This is an optimization exercise on Yosys and OpenROAD, whose aim is small area, not a production implementation. The RTL of this run was laid out without a check of its function. Power and IR drop assume default switching activity.

==> config.mk <==
export PLATFORM = sky130hd
export DESIGN_NAME = isp_core
export DESIGN_NICKNAME = isp_core
export VERILOG_FILES = /design/flow/design.v
export SDC_FILE = /design/flow/constraint.sdc
export NUM_CORES = 4
export LEC_CHECK = 0
export CAP_MARGIN = 20
export CORE_MARGIN = 2
export CORE_UTILIZATION = 40
export SLEW_MARGIN = 20
==> constraint.sdc <==
create_clock -name core_clock -period 16.0 [get_ports {clk}]
set_input_delay 3.2000 -clock core_clock [delete_from_list [all_inputs] [get_ports {clk}]]
set_output_delay 3.2000 -clock core_clock [all_outputs]
set_load 0.01 [all_outputs]
==> design.v <==
module isp_core (
    input  wire        clk,
    input  wire        rst,
    input  wire        tick_ms,
    input  wire        cmd_valid,
    output wire        cmd_ready,
    input  wire [31:0] cmd_word,
    output reg         rsp_valid,
    input  wire        rsp_ready,
    output reg  [31:0] rsp_word,
    input  wire [7:0]  sid,
    output wire        tp_open,
    input  wire        tp_open_ack,
    output wire        tp_close,
    input  wire        tp_close_ack,
    output wire        tx_valid,
    input  wire        tx_ready,
    output wire [7:0]  tx_data,
    output wire        tx_flush,
    input  wire        tx_flush_ack,
    input  wire [7:0]  rx_avail,
    output wire        rx_rd,
    input  wire        rx_done,
    input  wire        rx_valid,
    input  wire [7:0]  rx_data,
    output reg         busy,
    output reg         done,
    output wire [3:0]  phase_o
);
    localparam [7:0]  C_BEGIN        = 8'h02;
    localparam [7:0]  C_END          = 8'h03;
    localparam [7:0]  C_SYN          = 8'h16;
    localparam [7:0]  C_ACK          = 8'h06;
    localparam [7:0]  C_ERR          = 8'h15;
    localparam [7:0]  C_CMD_START    = 8'h10;
    localparam [7:0]  C_CMD_STOP     = 8'h11;
    localparam [7:0]  C_BAD_CMD      = 8'h21;
    localparam [7:0]  C_BAD_TARGET   = 8'h22;
    localparam [7:0]  C_BAD_DURATION = 8'h23;
    localparam [7:0]  C_EMPTY        = 8'h00;
    localparam [15:0] T_HS_WAIT      = 16'd100;
    localparam [15:0] T_HS_BACKOFF   = 16'd100;
    localparam [15:0] T_CMD_POLL     = 16'd100;
    localparam [15:0] T_CMD_BACKOFF  = 16'd500;
    localparam [15:0] T_CMD_DROP     = 16'd1500;
    localparam [3:0]  N_HS           = 4'd3;
    localparam [3:0]  N_CMD          = 4'd3;
    localparam [7:0]  HS_RX_THRESH   = 8'd1;
    localparam [7:0]  CMD_RX_THRESH  = 8'd7;
    localparam [3:0] P_IDLE       = 4'd0;
    localparam [3:0] HS_IDLE      = 4'd1;
    localparam [3:0] HS_SYNSENT   = 4'd2;
    localparam [3:0] HS_BACKOFF   = 4'd3;
    localparam [3:0] HS_ACKED     = 4'd4;
    localparam [3:0] HS_COMPLETE  = 4'd5;
    localparam [3:0] HS_FAILED    = 4'd6;
    localparam [3:0] CMD_SENT     = 4'd7;
    localparam [3:0] CMD_BACKOFF  = 4'd8;
    localparam [3:0] CMD_OK       = 4'd9;
    localparam [3:0] CMD_REJECTED = 4'd10;
    localparam [3:0] CMD_FAILED   = 4'd11;
    localparam [2:0] R_NONE = 3'd0, R_OK = 3'd1, R_HS_EXH = 3'd2,
                     R_CMD_EXH = 3'd3, R_REJECTED = 3'd4;
    localparam [2:0] E_NONE = 3'd0, E_TIMEOUT = 3'd1, E_TOO_SHORT = 3'd2,
                     E_BAD_BOUNDARY = 3'd3, E_CK_MISMATCH = 3'd4,
                     E_CONN_MISMATCH = 3'd5, E_TYPE_MISMATCH = 3'd6;
    localparam [1:0] DEC_NONE = 2'd0, DEC_OK = 2'd1, DEC_TOO_SHORT = 2'd2,
                     DEC_BAD_BOUNDARY = 2'd3;
    localparam [7:0] REF_ILLEGAL_OPCODE = 8'd1, REF_RESERVED_NONZERO = 8'd2,
                     REF_BAD_INDEX = 8'd3, REF_RX_FULL = 8'd4;
    localparam [7:0] OP_NOP = 8'h00, OP_CKCLR = 8'h01, OP_CKUPD = 8'h02,
                     OP_CKRD = 8'h03, OP_SETID = 8'h10, OP_ENC = 8'h11,
                     OP_RXCLR = 8'h12, OP_RXPUSH = 8'h13, OP_DEC7 = 8'h14,
                     OP_DEC8 = 8'h15, OP_TXRD = 8'h16, OP_RXRD = 8'h17,
                     OP_CMD = 8'h20, OP_START = 8'h21, OP_STOP = 8'h22,
                     OP_RD = 8'h30;
    localparam [3:0] S_IDLE  = 4'd0,    
                     S_RSP   = 4'd1,    
                     S_OPEN  = 4'd2,    
                     S_TX    = 4'd3,    
                     S_FLUSH = 4'd4,    
                     S_WAIT  = 4'd5,    
                     S_READ  = 4'd6,    
                     S_EVAL  = 4'd7,    
                     S_CLOSE = 4'd8;    
    function [7:0] add255;
        input [7:0] x;
        input [7:0] y;
        reg   [8:0] s;
        begin
            s = {1'b0, x} + {1'b0, y};
            if (s >= 9'd255)
                s = s - 9'd255;
            add255 = s[7:0];
        end
    endfunction
    function [15:0] ckstep;
        input [7:0] s1;
        input [7:0] s2;
        input [7:0] b;
        reg   [7:0] n1;
        begin
            n1 = add255(s1, b);
            ckstep = {add255(s2, n1), n1};
        end
    endfunction
    function [15:0] fletcher4;
        input [7:0] b0;
        input [7:0] b1;
        input [7:0] b2;
        input [7:0] b3;
        reg   [15:0] s;
        begin
            s = ckstep(8'd0, 8'd0, b0);
            s = ckstep(s[7:0], s[15:8], b1);
            s = ckstep(s[7:0], s[15:8], b2);
            s = ckstep(s[7:0], s[15:8], b3);
            fletcher4 = s;
        end
    endfunction
    reg [7:0]  sum1, sum2;
    reg [7:0]  conn_id, cmd_type, cmd_d1, cmd_d2;
    reg [15:0] exp_ck;
    reg [3:0]  phase;
    reg [3:0]  hs_att, cmd_att;
    reg [15:0] timer;
    reg [2:0]  result;
    reg [7:0]  subcode;
    reg        sub_known;
    reg [2:0]  last_err;
    reg [7:0]  txbuf [0:7];
    reg [7:0]  rxbuf [0:7];
    reg [3:0]  rx_len;
    reg [1:0]  dec_status;
    reg [7:0]  dec_conn, dec_type, dec_f1, dec_f2, dec_ckb0, dec_ckb1;
    reg [3:0]  st;
    reg [2:0]  tx_idx;
    reg [3:0]  rx_cnt;
    integer i;
    assign phase_o   = phase;
    assign cmd_ready = (st == S_IDLE);
    assign tp_open   = (st == S_OPEN);
    assign tp_close  = (st == S_CLOSE);
    assign tx_valid  = (st == S_TX);
    assign tx_data   = txbuf[tx_idx];
    assign tx_flush  = (st == S_FLUSH);
    assign rx_rd     = (st == S_READ);
    wire [31:0] status_word = {2'b00, busy, done, cmd_att, hs_att, 1'b0,
                               last_err, subcode, phase, sub_known, result};
    wire [7:0] op = cmd_word[31:24];
    wire [7:0] fa = cmd_word[23:16];
    wire [7:0] fb = cmd_word[15:8];
    wire [7:0] fc = cmd_word[7:0];
    reg        op_known;
    reg        op_resv_ok;
    always @(*) begin
        op_known   = 1'b1;
        op_resv_ok = 1'b1;
        case (op)
            OP_NOP, OP_CKCLR, OP_CKRD, OP_RXCLR, OP_DEC7, OP_DEC8, OP_STOP:
                op_resv_ok = (cmd_word[23:0] == 24'd0);
            OP_CKUPD, OP_SETID, OP_RXPUSH, OP_TXRD, OP_RXRD, OP_RD:
                op_resv_ok = (cmd_word[15:0] == 16'd0);
            OP_START:
                op_resv_ok = (fa == 8'd0);
            OP_ENC, OP_CMD:
                op_resv_ok = 1'b1;
            default:
                op_known = 1'b0;
        endcase
    end
    reg        rd_ok;
    reg [30:0] rd_val;
    always @(*) begin
        rd_ok  = 1'b1;
        rd_val = 31'd0;
        case (fa)
            8'h00: rd_val = {23'd0, sum1};
            8'h01: rd_val = {23'd0, sum2};
            8'h02: rd_val = {15'd0, sum2, sum1};
            8'h10: rd_val = {23'd0, conn_id};
            8'h11: rd_val = {23'd0, cmd_type};
            8'h12: rd_val = {23'd0, cmd_d1};
            8'h13: rd_val = {23'd0, cmd_d2};
            8'h14: rd_val = {15'd0, exp_ck};
            8'h20: rd_val = {27'd0, phase};
            8'h21: rd_val = {28'd0, result};
            8'h22: rd_val = {23'd0, subcode};
            8'h23: rd_val = {28'd0, last_err};
            8'h24: rd_val = {27'd0, hs_att};
            8'h25: rd_val = {27'd0, cmd_att};
            8'h26: rd_val = {15'd0, timer};
            8'h27: rd_val = status_word[30:0];
            8'h30: rd_val = {27'd0, rx_len};
            8'h31: rd_val = {29'd0, dec_status};
            8'h32: rd_val = {23'd0, dec_conn};
            8'h33: rd_val = {23'd0, dec_type};
            8'h34: rd_val = {23'd0, dec_f1};
            8'h35: rd_val = {23'd0, dec_f2};
            8'h36: rd_val = {23'd0, dec_ckb0};
            8'h37: rd_val = {23'd0, dec_ckb1};
            8'h40: rd_val = {23'd0, C_BEGIN};
            8'h41: rd_val = {23'd0, C_END};
            8'h42: rd_val = {23'd0, C_SYN};
            8'h43: rd_val = {23'd0, C_ACK};
            8'h44: rd_val = {23'd0, C_ERR};
            8'h45: rd_val = {23'd0, C_EMPTY};
            8'h46: rd_val = {23'd0, C_CMD_START};
            8'h47: rd_val = {23'd0, C_CMD_STOP};
            8'h48: rd_val = {23'd0, C_BAD_CMD};
            8'h49: rd_val = {23'd0, C_BAD_TARGET};
            8'h4A: rd_val = {23'd0, C_BAD_DURATION};
            8'h50: rd_val = {15'd0, T_HS_WAIT};
            8'h51: rd_val = {15'd0, T_HS_BACKOFF};
            8'h52: rd_val = {15'd0, T_CMD_POLL};
            8'h53: rd_val = {15'd0, T_CMD_BACKOFF};
            8'h54: rd_val = {15'd0, T_CMD_DROP};
            8'h55: rd_val = {27'd0, N_HS};
            8'h56: rd_val = {27'd0, N_CMD};
            default: rd_ok = 1'b0;
        endcase
    end
    wire [15:0] ck_upd  = ckstep(sum1, sum2, fa);
    wire [15:0] ck_enc  = fletcher4(conn_id, fa, fb, fc);
    wire [15:0] ck_syn  = fletcher4(conn_id, C_SYN, C_EMPTY, C_EMPTY);
    wire [15:0] ck_fin  = fletcher4(conn_id, C_ACK, C_EMPTY, C_EMPTY);
    wire [15:0] ck_cmd  = fletcher4(conn_id, cmd_type, cmd_d1, cmd_d2);
    wire [1:0] d7_status = (rx_len < 4'd7) ? DEC_TOO_SHORT :
                           (rxbuf[0] != C_BEGIN || rxbuf[6] != C_END) ? DEC_BAD_BOUNDARY :
                           DEC_OK;
    wire [1:0] d8_status = (rx_len < 4'd8) ? DEC_TOO_SHORT :
                           (rxbuf[0] != C_BEGIN || rxbuf[7] != C_END) ? DEC_BAD_BOUNDARY :
                           DEC_OK;
    wire ck_match = (rxbuf[4] == exp_ck[7:0]) && (rxbuf[5] == exp_ck[15:8]);
    reg  [2:0] hs_err;       
    reg  [2:0] cmd_err;      
    always @(*) begin
        if (d7_status == DEC_TOO_SHORT)           hs_err = E_TOO_SHORT;
        else if (d7_status == DEC_BAD_BOUNDARY)   hs_err = E_BAD_BOUNDARY;
        else if (rxbuf[1] != conn_id)             hs_err = E_CONN_MISMATCH;
        else if (rxbuf[2] != C_SYN)               hs_err = E_TYPE_MISMATCH;
        else if (rxbuf[3] != C_ACK)               hs_err = E_TYPE_MISMATCH;
        else if (!ck_match)                       hs_err = E_CK_MISMATCH;
        else                                      hs_err = E_NONE;
        if (d7_status == DEC_TOO_SHORT)           cmd_err = E_TOO_SHORT;
        else if (d7_status == DEC_BAD_BOUNDARY)   cmd_err = E_BAD_BOUNDARY;
        else if (rxbuf[1] != conn_id)             cmd_err = E_CONN_MISMATCH;
        else if (rxbuf[2] != C_ACK && rxbuf[2] != C_ERR)
                                                  cmd_err = E_TYPE_MISMATCH;
        else if (!ck_match)                       cmd_err = E_CK_MISMATCH;
        else                                      cmd_err = E_NONE;
    end
    wire in_rx_wait = (phase == HS_SYNSENT) || (phase == CMD_SENT);
    wire [7:0]  rx_thresh = (phase == HS_SYNSENT) ? HS_RX_THRESH : CMD_RX_THRESH;
    wire [15:0] rx_window = (phase == HS_SYNSENT) ? T_HS_WAIT : T_CMD_POLL;
    always @(posedge clk) begin
        if (rst) begin
            sum1 <= 8'd0; sum2 <= 8'd0;
            conn_id <= 8'd0; cmd_type <= 8'd0; cmd_d1 <= 8'd0; cmd_d2 <= 8'd0;
            exp_ck <= 16'd0;
            phase <= P_IDLE;
            hs_att <= 4'd0; cmd_att <= 4'd0;
            timer <= 16'd0;
            result <= R_NONE; subcode <= 8'd0; sub_known <= 1'b0;
            last_err <= E_NONE;
            busy <= 1'b0; done <= 1'b0;
            for (i = 0; i < 8; i = i + 1) begin
                txbuf[i] <= 8'd0;
                rxbuf[i] <= 8'd0;
            end
            rx_len <= 4'd0;
            dec_status <= DEC_NONE;
            dec_conn <= 8'd0; dec_type <= 8'd0; dec_f1 <= 8'd0; dec_f2 <= 8'd0;
            dec_ckb0 <= 8'd0; dec_ckb1 <= 8'd0;
            st <= S_IDLE;
            tx_idx <= 3'd0;
            rx_cnt <= 4'd0;
            rsp_valid <= 1'b0;
            rsp_word <= 32'd0;
        end else begin
            case (st)
            S_IDLE: if (cmd_valid) begin
                rsp_valid <= 1'b1;
                st <= S_RSP;
                if (!op_known) begin
                    rsp_word <= {1'b1, 23'd0, REF_ILLEGAL_OPCODE};
                end else if (!op_resv_ok) begin
                    rsp_word <= {1'b1, 23'd0, REF_RESERVED_NONZERO};
                end else begin
                    case (op)
                    OP_NOP: rsp_word <= status_word;
                    OP_CKCLR: begin
                        sum1 <= 8'd0; sum2 <= 8'd0;
                        rsp_word <= 32'd0;
                    end
                    OP_CKUPD: begin
                        sum1 <= ck_upd[7:0]; sum2 <= ck_upd[15:8];
                        rsp_word <= {16'd0, ck_upd};
                    end
                    OP_CKRD: rsp_word <= {16'd0, sum2, sum1};
                    OP_SETID: begin
                        conn_id <= fa;
                        rsp_word <= {24'd0, fa};
                    end
                    OP_ENC: begin
                        txbuf[0] <= C_BEGIN;
                        txbuf[1] <= conn_id;
                        txbuf[2] <= fa;
                        txbuf[3] <= fb;
                        txbuf[4] <= fc;
                        txbuf[5] <= ck_enc[15:8];
                        txbuf[6] <= ck_enc[7:0];
                        txbuf[7] <= C_END;
                        rsp_word <= {16'd0, ck_enc};
                    end
                    OP_RXCLR: begin
                        for (i = 0; i < 8; i = i + 1) rxbuf[i] <= 8'd0;
                        rx_len <= 4'd0;
                        dec_status <= DEC_NONE;
                        dec_conn <= 8'd0; dec_type <= 8'd0; dec_f1 <= 8'd0;
                        dec_f2 <= 8'd0; dec_ckb0 <= 8'd0; dec_ckb1 <= 8'd0;
                        rsp_word <= 32'd0;
                    end
                    OP_RXPUSH: begin
                        if (rx_len == 4'd8) begin
                            rsp_word <= {1'b1, 23'd0, REF_RX_FULL};
                        end else begin
                            rxbuf[rx_len[2:0]] <= fa;
                            rx_len <= rx_len + 4'd1;
                            rsp_word <= {28'd0, rx_len + 4'd1};
                        end
                    end
                    OP_DEC7: begin
                        dec_status <= d7_status;
                        if (d7_status == DEC_OK) begin
                            dec_conn <= rxbuf[1]; dec_type <= rxbuf[2];
                            dec_f1 <= rxbuf[3]; dec_f2 <= 8'd0;
                            dec_ckb0 <= rxbuf[4]; dec_ckb1 <= rxbuf[5];
                        end else begin
                            dec_conn <= 8'd0; dec_type <= 8'd0; dec_f1 <= 8'd0;
                            dec_f2 <= 8'd0; dec_ckb0 <= 8'd0; dec_ckb1 <= 8'd0;
                        end
                        rsp_word <= {30'd0, d7_status};
                    end
                    OP_DEC8: begin
                        dec_status <= d8_status;
                        if (d8_status == DEC_OK) begin
                            dec_conn <= rxbuf[1]; dec_type <= rxbuf[2];
                            dec_f1 <= rxbuf[3]; dec_f2 <= rxbuf[4];
                            dec_ckb0 <= rxbuf[5]; dec_ckb1 <= rxbuf[6];
                        end else begin
                            dec_conn <= 8'd0; dec_type <= 8'd0; dec_f1 <= 8'd0;
                            dec_f2 <= 8'd0; dec_ckb0 <= 8'd0; dec_ckb1 <= 8'd0;
                        end
                        rsp_word <= {30'd0, d8_status};
                    end
                    OP_TXRD: begin
                        if (fa > 8'd7) rsp_word <= {1'b1, 23'd0, REF_BAD_INDEX};
                        else           rsp_word <= {24'd0, txbuf[fa[2:0]]};
                    end
                    OP_RXRD: begin
                        if (fa > 8'd7) rsp_word <= {1'b1, 23'd0, REF_BAD_INDEX};
                        else           rsp_word <= {24'd0, rxbuf[fa[2:0]]};
                    end
                    OP_RD: begin
                        if (!rd_ok) rsp_word <= {1'b1, 23'd0, REF_BAD_INDEX};
                        else        rsp_word <= {1'b0, rd_val};
                    end
                    default: begin
                        rsp_valid <= 1'b0;
                        st <= S_OPEN;
                        busy <= 1'b1; done <= 1'b0;
                        if (op == OP_START) begin
                            cmd_type <= C_CMD_START; cmd_d1 <= fb; cmd_d2 <= fc;
                        end else if (op == OP_STOP) begin
                            cmd_type <= C_CMD_STOP; cmd_d1 <= C_EMPTY; cmd_d2 <= C_EMPTY;
                        end else begin
                            cmd_type <= fa; cmd_d1 <= fb; cmd_d2 <= fc;
                        end
                        conn_id <= sid;
                        exp_ck <= 16'd0;
                        hs_att <= 4'd0; cmd_att <= 4'd0; timer <= 16'd0;
                        result <= R_NONE; subcode <= 8'd0; sub_known <= 1'b0;
                        last_err <= E_NONE;
                        for (i = 0; i < 8; i = i + 1) rxbuf[i] <= 8'd0;
                        rx_len <= 4'd0;
                        dec_status <= DEC_NONE;
                        dec_conn <= 8'd0; dec_type <= 8'd0; dec_f1 <= 8'd0;
                        dec_f2 <= 8'd0; dec_ckb0 <= 8'd0; dec_ckb1 <= 8'd0;
                    end
                    endcase
                end
            end
            S_RSP: if (rsp_ready) begin
                rsp_valid <= 1'b0;
                st <= S_IDLE;
            end
            S_OPEN: if (tp_open_ack) begin
                phase <= HS_IDLE;
                txbuf[0] <= C_BEGIN;   txbuf[1] <= conn_id;
                txbuf[2] <= C_SYN;     txbuf[3] <= C_EMPTY;
                txbuf[4] <= C_EMPTY;   txbuf[5] <= ck_syn[15:8];
                txbuf[6] <= ck_syn[7:0]; txbuf[7] <= C_END;
                exp_ck <= ck_syn;
                tx_idx <= 3'd0;
                st <= S_TX;
            end
            S_TX: if (tx_ready) begin
                tx_idx <= tx_idx + 3'd1;
                if (tx_idx == 3'd7)
                    st <= S_FLUSH;
            end
            S_FLUSH: if (tx_flush_ack) begin
                case (phase)
                HS_IDLE: begin
                    hs_att <= hs_att + 4'd1;
                    phase <= HS_SYNSENT;
                    timer <= 16'd0;
                    st <= S_WAIT;
                end
                HS_ACKED: begin
                    phase <= HS_COMPLETE;
                    txbuf[0] <= C_BEGIN;   txbuf[1] <= conn_id;
                    txbuf[2] <= cmd_type;  txbuf[3] <= cmd_d1;
                    txbuf[4] <= cmd_d2;    txbuf[5] <= ck_cmd[15:8];
                    txbuf[6] <= ck_cmd[7:0]; txbuf[7] <= C_END;
                    exp_ck <= ck_cmd;
                    tx_idx <= 3'd0;
                    st <= S_TX;
                end
                default: begin
                    cmd_att <= cmd_att + 4'd1;
                    phase <= CMD_SENT;
                    timer <= 16'd0;
                    st <= S_WAIT;
                end
                endcase
            end
            S_WAIT: begin
                if (in_rx_wait) begin
                    if ((rx_avail >= rx_thresh) ||
                        (timer >= rx_window && rx_avail != 8'd0)) begin
                        for (i = 0; i < 8; i = i + 1) rxbuf[i] <= 8'd0;
                        rx_cnt <= 4'd0;
                        st <= S_READ;
                    end else if (timer >= rx_window) begin
                        last_err <= E_TIMEOUT;
                        if (phase == HS_SYNSENT) begin
                            if (hs_att == N_HS) begin
                                phase <= HS_FAILED;
                                result <= R_HS_EXH;
                                st <= S_CLOSE;
                            end else begin
                                phase <= HS_BACKOFF;
                                timer <= 16'd0;
                            end
                        end else begin
                            if (cmd_att == N_CMD) begin
                                phase <= CMD_FAILED;
                                result <= R_CMD_EXH;
                                st <= S_CLOSE;
                            end else begin
                                phase <= CMD_BACKOFF;
                                timer <= 16'd0;
                            end
                        end
                    end else if (tick_ms) begin
                        timer <= timer + 16'd1;
                    end
                end else if (phase == HS_BACKOFF) begin
                    if (timer >= T_HS_BACKOFF) begin
                        phase <= HS_IDLE;
                        txbuf[0] <= C_BEGIN;   txbuf[1] <= conn_id;
                        txbuf[2] <= C_SYN;     txbuf[3] <= C_EMPTY;
                        txbuf[4] <= C_EMPTY;   txbuf[5] <= ck_syn[15:8];
                        txbuf[6] <= ck_syn[7:0]; txbuf[7] <= C_END;
                        exp_ck <= ck_syn;
                        tx_idx <= 3'd0;
                        st <= S_TX;
                    end else if (tick_ms) begin
                        timer <= timer + 16'd1;
                    end
                end else begin
                    if (timer >= T_CMD_BACKOFF) begin
                        txbuf[0] <= C_BEGIN;   txbuf[1] <= conn_id;
                        txbuf[2] <= cmd_type;  txbuf[3] <= cmd_d1;
                        txbuf[4] <= cmd_d2;    txbuf[5] <= ck_cmd[15:8];
                        txbuf[6] <= ck_cmd[7:0]; txbuf[7] <= C_END;
                        exp_ck <= ck_cmd;
                        tx_idx <= 3'd0;
                        st <= S_TX;
                    end else if (tick_ms) begin
                        timer <= timer + 16'd1;
                    end
                end
            end
            S_READ: begin
                if (rx_done) begin
                    rx_len <= rx_cnt;
                    st <= S_EVAL;
                end else if (rx_valid && rx_cnt != 4'd7) begin
                    rxbuf[rx_cnt[2:0]] <= rx_data;
                    rx_cnt <= rx_cnt + 4'd1;
                end
            end
            S_EVAL: begin
                dec_status <= d7_status;
                if (d7_status == DEC_OK) begin
                    dec_conn <= rxbuf[1]; dec_type <= rxbuf[2];
                    dec_f1 <= rxbuf[3]; dec_f2 <= 8'd0;
                    dec_ckb0 <= rxbuf[4]; dec_ckb1 <= rxbuf[5];
                end else begin
                    dec_conn <= 8'd0; dec_type <= 8'd0; dec_f1 <= 8'd0;
                    dec_f2 <= 8'd0; dec_ckb0 <= 8'd0; dec_ckb1 <= 8'd0;
                end
                if (phase == HS_SYNSENT) begin
                    if (hs_err == E_NONE) begin
                        phase <= HS_ACKED;
                        txbuf[0] <= C_BEGIN;   txbuf[1] <= conn_id;
                        txbuf[2] <= C_ACK;     txbuf[3] <= C_EMPTY;
                        txbuf[4] <= C_EMPTY;   txbuf[5] <= ck_fin[15:8];
                        txbuf[6] <= ck_fin[7:0]; txbuf[7] <= C_END;
                        tx_idx <= 3'd0;
                        st <= S_TX;
                    end else begin
                        last_err <= hs_err;
                        if (hs_att == N_HS) begin
                            phase <= HS_FAILED;
                            result <= R_HS_EXH;
                            st <= S_CLOSE;
                        end else begin
                            phase <= HS_BACKOFF;
                            timer <= 16'd0;
                            st <= S_WAIT;
                        end
                    end
                end else begin
                    if (cmd_err == E_NONE) begin
                        if (rxbuf[2] == C_ACK) begin
                            phase <= CMD_OK;
                            result <= R_OK;
                        end else begin
                            phase <= CMD_REJECTED;
                            result <= R_REJECTED;
                            subcode <= rxbuf[3];
                            sub_known <= (rxbuf[3] == C_BAD_CMD) ||
                                         (rxbuf[3] == C_BAD_TARGET) ||
                                         (rxbuf[3] == C_BAD_DURATION);
                        end
                        st <= S_CLOSE;
                    end else begin
                        last_err <= cmd_err;
                        if (cmd_att == N_CMD) begin
                            phase <= CMD_FAILED;
                            result <= R_CMD_EXH;
                            st <= S_CLOSE;
                        end else begin
                            phase <= CMD_BACKOFF;
                            timer <= 16'd0;
                            st <= S_WAIT;
                        end
                    end
                end
            end
            S_CLOSE: if (tp_close_ack) begin
                busy <= 1'b0;
                done <= 1'b1;
                rsp_word <= {2'b00, 1'b0, 1'b1, cmd_att, hs_att, 1'b0,
                             last_err, subcode, phase, sub_known, result};
                rsp_valid <= 1'b1;
                st <= S_RSP;
            end
            default: st <= S_IDLE;
            endcase
        end
    end
endmodule
==> run.sh <==
#!/bin/bash
# synth_recipe.tcl (not shown) runs the flow's synth.tcl, then flattens the netlist and writes it again
# the make line also repeats each setting of config.mk as NAME=value (left out here)
make -C /OpenROAD-flow-scripts/flow DESIGN_CONFIG=/design/flow/config.mk WORK_HOME=/design/flow/orfs CLKGATE_MAP_FILE= SYNTH_SCRIPT=/design/flow/synth_recipe.tcl finish
==> results.txt <==
## worst register-to-register path: cells and delay by family (launching register included)
| kind | cells | cell delay (ps) |
|---|---|---|
| AOI/OAI and AO/OA | 22 | 5850 |
| xor gates and xnor gates | 4 | 1190 |
| buffers and inverters | 4 | 510 |
| DFF | 1 | 790 |
| and+or+nand+nor | 12 | 3370 |
| adders and majority gates | 7 | 2450 |
## cell families (layout without fill, tap and decap cells)
group,after synthesis,after routing
DFF,318,318
xor gates and xnor gates,265,265
AOI/OAI and AO/OA,1144,1144
muxes,98,98
other,1,3
adders and majority gates,229,229
buffers and inverters,342,390
and+or+nand+nor,1385,1385
## state kept, by name, summed over array words and instances (netlist names), 16 cells and up
register  flops
rsp_word     30
timer        16
txbuf        49
rxbuf        64
exp_ck       16
## power by group through the flow
stage	clock [mW]	combinational, mW	sequential (mW)
3_5_place_dp	0	2.36	1.03
3_3_place_gp	0	2.35	1.03
4_1_cts	0.842	2.38	1.01
6_report	0.838	2.42	1.02
2_1_floorplan	0	1.78	0.959
5_1_grt	0.870	2.65	1.02
## through the flow
step | utilization | worst slack (ps)
floorplan | - | 2741
finish | 0.4479 | 1715
global placement | 0.4318 | 1546
global route | 0.4479 | 811.8
CTS | 0.4478 | 1841
detailed placement | 0.4318 | 1286
## worst max path at each step
stage                       startpoint     endpoint  cells past startpoint  slack (ps)
after floorplan           cmd_word[17]  txbuf[5][1]                     44        2740
after global placement    cmd_word[17]  txbuf[5][1]                     42        1550
after detailed placement  cmd_word[17]  txbuf[5][1]                     42        1290
after CTS                 cmd_word[17]  txbuf[5][1]                     42        1840
after global routing      cmd_word[17]  txbuf[5][1]                     42         810
final                     cmd_word[17]  txbuf[5][1]                     42        1720
## area by class of cell
class                           instances  share of cell area
Antenna cell                            1          0.00007670
Clock buffer                           50             0.03141
Clock inverter                         15            0.004180
Inverter                              139             0.01599
Multi-Input combinational cell       3123              0.6528
Sequential cell                       318              0.2074
Tap cell                              959             0.03678
Timing Repair Buffer                  186             0.05135
## cells in the final DEF (no fill, tap or decap), types with 19 or more instances in the layout
cell             instances
buf_4                   69
nor2_1                 405
and3_1                  40
clkdlybuf4s50_1        113
a21o_1                  53
o21bai_1                32
fa_1                    20
ha_1                   208
nor3_1                 109
o21ai_0                145
xnor2_1                162
xor2_1                 100
a21oi_1                328
a211oi_1                56
dfxtp_1                278
o21a_1                  41
a22o_1                  28
a222oi_1                20
nor2b_1                 64
o211ai_1                26
nand2b_1                41
a22oi_1                 64
nand3_1                120
a31oi_1                 49
nand4_1                 37
inv_1                  134
nand2_1                352
mux4_2                  19
a221oi_1                80
edfxtp_1                40
and2_1                  45
mux2_2                  31
clkbuf_16               36
o22ai_1                 23
mux2i_1                 42
nor4_1                  33
## routing by layer
layer	wire length [um]	up-vias	track usage
met1	51490	14653	0.4303
met4	6591	6	0.1465
met5	74	-	0
met3	13060	347	0.06799
li1	-	14059	-
met2	53290	1712	0.4880
==> metrics.cfg <==
[logic_synthesis]
synth_ff_type=dfxtp_1
mappedNetlistArea_um2=29410
ys_ff_latch=318
synth_compound_area_frac=0.2654
synth_most_common_cell=nor2_1
yosys.area.top_type=dfxtp_1
synth_edf_count=40
yosys-top-cells-area=dfxtp_1 19%, ha_1 8.8%, a21oi_1 5.6%
synth_cells=3782
synth_cell_types=121
synth_top_family_by_area=compound AO/OA/AOI/OAI gates
synthDominantCellAreaShare=0.1892
synth-adder-area-share=0.1024
synth_seq_area_share=0.2301
synthArstFlopShare=0
netlist_top_cells_count=407 x nor2_1, 352 x nand2_1, 328 x a21oi_1
synth.avg_cell_area_um2=7.777
synthMuxAreaShare=0.04331
synth_xor_area_frac=0.07968
yosys_warnings=2
yosys.area_share.simple=0.2308

[detailed_routing]
num_vias=30777
viasPerCell=6.424
totalWireLength_um=124500
antenna_left=0
first_pass_iters=10
drt-initial-drc-count=3704
wl_per_cell_um=25.99
drc=0

[timing]
rsz0062_at_grt=false
relSlewSlack=0.1676
skew_ps=18.17
slew_violations=0
setup_tns_ps=0
finalCritPeriodShare=0.8928
fin_crit_ps=14280
setup_viol=0
tightest_slew_ps=1237
whs_ps=451.7
fmax_mhz=70.00
hold_viol=0

[setup_path]
cp_max_fo=10
cp_common_cell=a21oi_1
reg2reg_from=conn_id[1]
critPathLaunchType=input pin
cpLargestDelayFamily=compound AO/OA/AOI/OAI gates
reg2reg_depth=49
reg2reg_to=txbuf[5][2]
crit_buf_inv=2
r2r_slack_ps=1730
endpoint_kind=register
required_ps=16420
critPathArrivalTime_ps=14710
cp_slowest_cell=o41ai_1
crit_type=input pin to register
cpPeakStageDelay_ps=780

[run]
max_cap_viol_count=0

[floorplanning]
core_area_um2=72830
initial_core_util=0.4038
die_w_um=275.2
rows=99
io_pins=120
die_area_um2=75720
die_y_um=275.2

[clocking]
cts_tree=yes
htree_num_levels=2
clkTransAtPathRegs_ps=60
clkSinkCount=318
cts_hold_buf=0
cts.path.max_buffers=3
cts_inserted_buffers=36
post_cts.repair.setup_buffers=0
cts_resized=0
insertion_delay_ps=580
cts_root_buf=clkbuf_16

[power]
swShare=0.4751
p_comb_frac=0.566
internal_power_mw=2.249
powerDensity_nw_per_um2=131.3
peakVddDrop_v=0.0001486
switching_power_mw=2.036
p_seq_frac=0.239
leakage_nw=12.34
p_clk_frac=0.195
total_power_mw=4.285

[finish]
drive_gt1_frac=0.07257
fillerInstances=7468
layout.nets=4099
finalNonFillerCells=4791
syn2layout_area_growth_pct=10.93
stdcell_area_um2=32630
regArea_um2=6766
multiInputGateArea_um2=21300

[worst_hold_path]
hp-class=register to register
worstHoldEndpoint=dec_conn[1]
min-delay-start=dec_conn[1]
whs_path_depth=2

[global_routing]
gr-usage-all-layers=0.3196
antenna_found_initial=4
grt_max_degree=89
grt_pass1_wl_um=182500
grt_remaining_overflow=0
grt_pass1_vias=27790

[placement]
dpl.cell_count=4725
hpwlAfterDp_um=96470
placed_cell_area_um2=31450
gp_congestion=1.034
port_buffers=117

[outcome]
outcome=complete, no violations

==> afterwards: timing with drivers on the ports <==
No port has a modelled driver above. Below, the same layout with a new extraction and two added sets of constraints.
Step 1 assumes that a clkbuf_16 drives the clock port and a buf_2 every other input.
Step 2 also shifts input and output timing later by t, the mid clock arrival at the registers, as if the neighbouring blocks saw the same clock.
Slacks: ideal / step 1 / step 2; pairs: ideal / step 1.
t, ns: 0.625
slack for setup (ns): 1.715 / 1.724 / 1.099
worst hold slack (ns): 0.452 / 0.452 / 0.452
worst setup path at the end: input to register
cell pins on the clock port's net: 1
After both steps setup and hold are still met in this run. The setup slack of this run moves by +0.009 ns with the drivers and by -0.616 ns with both steps.
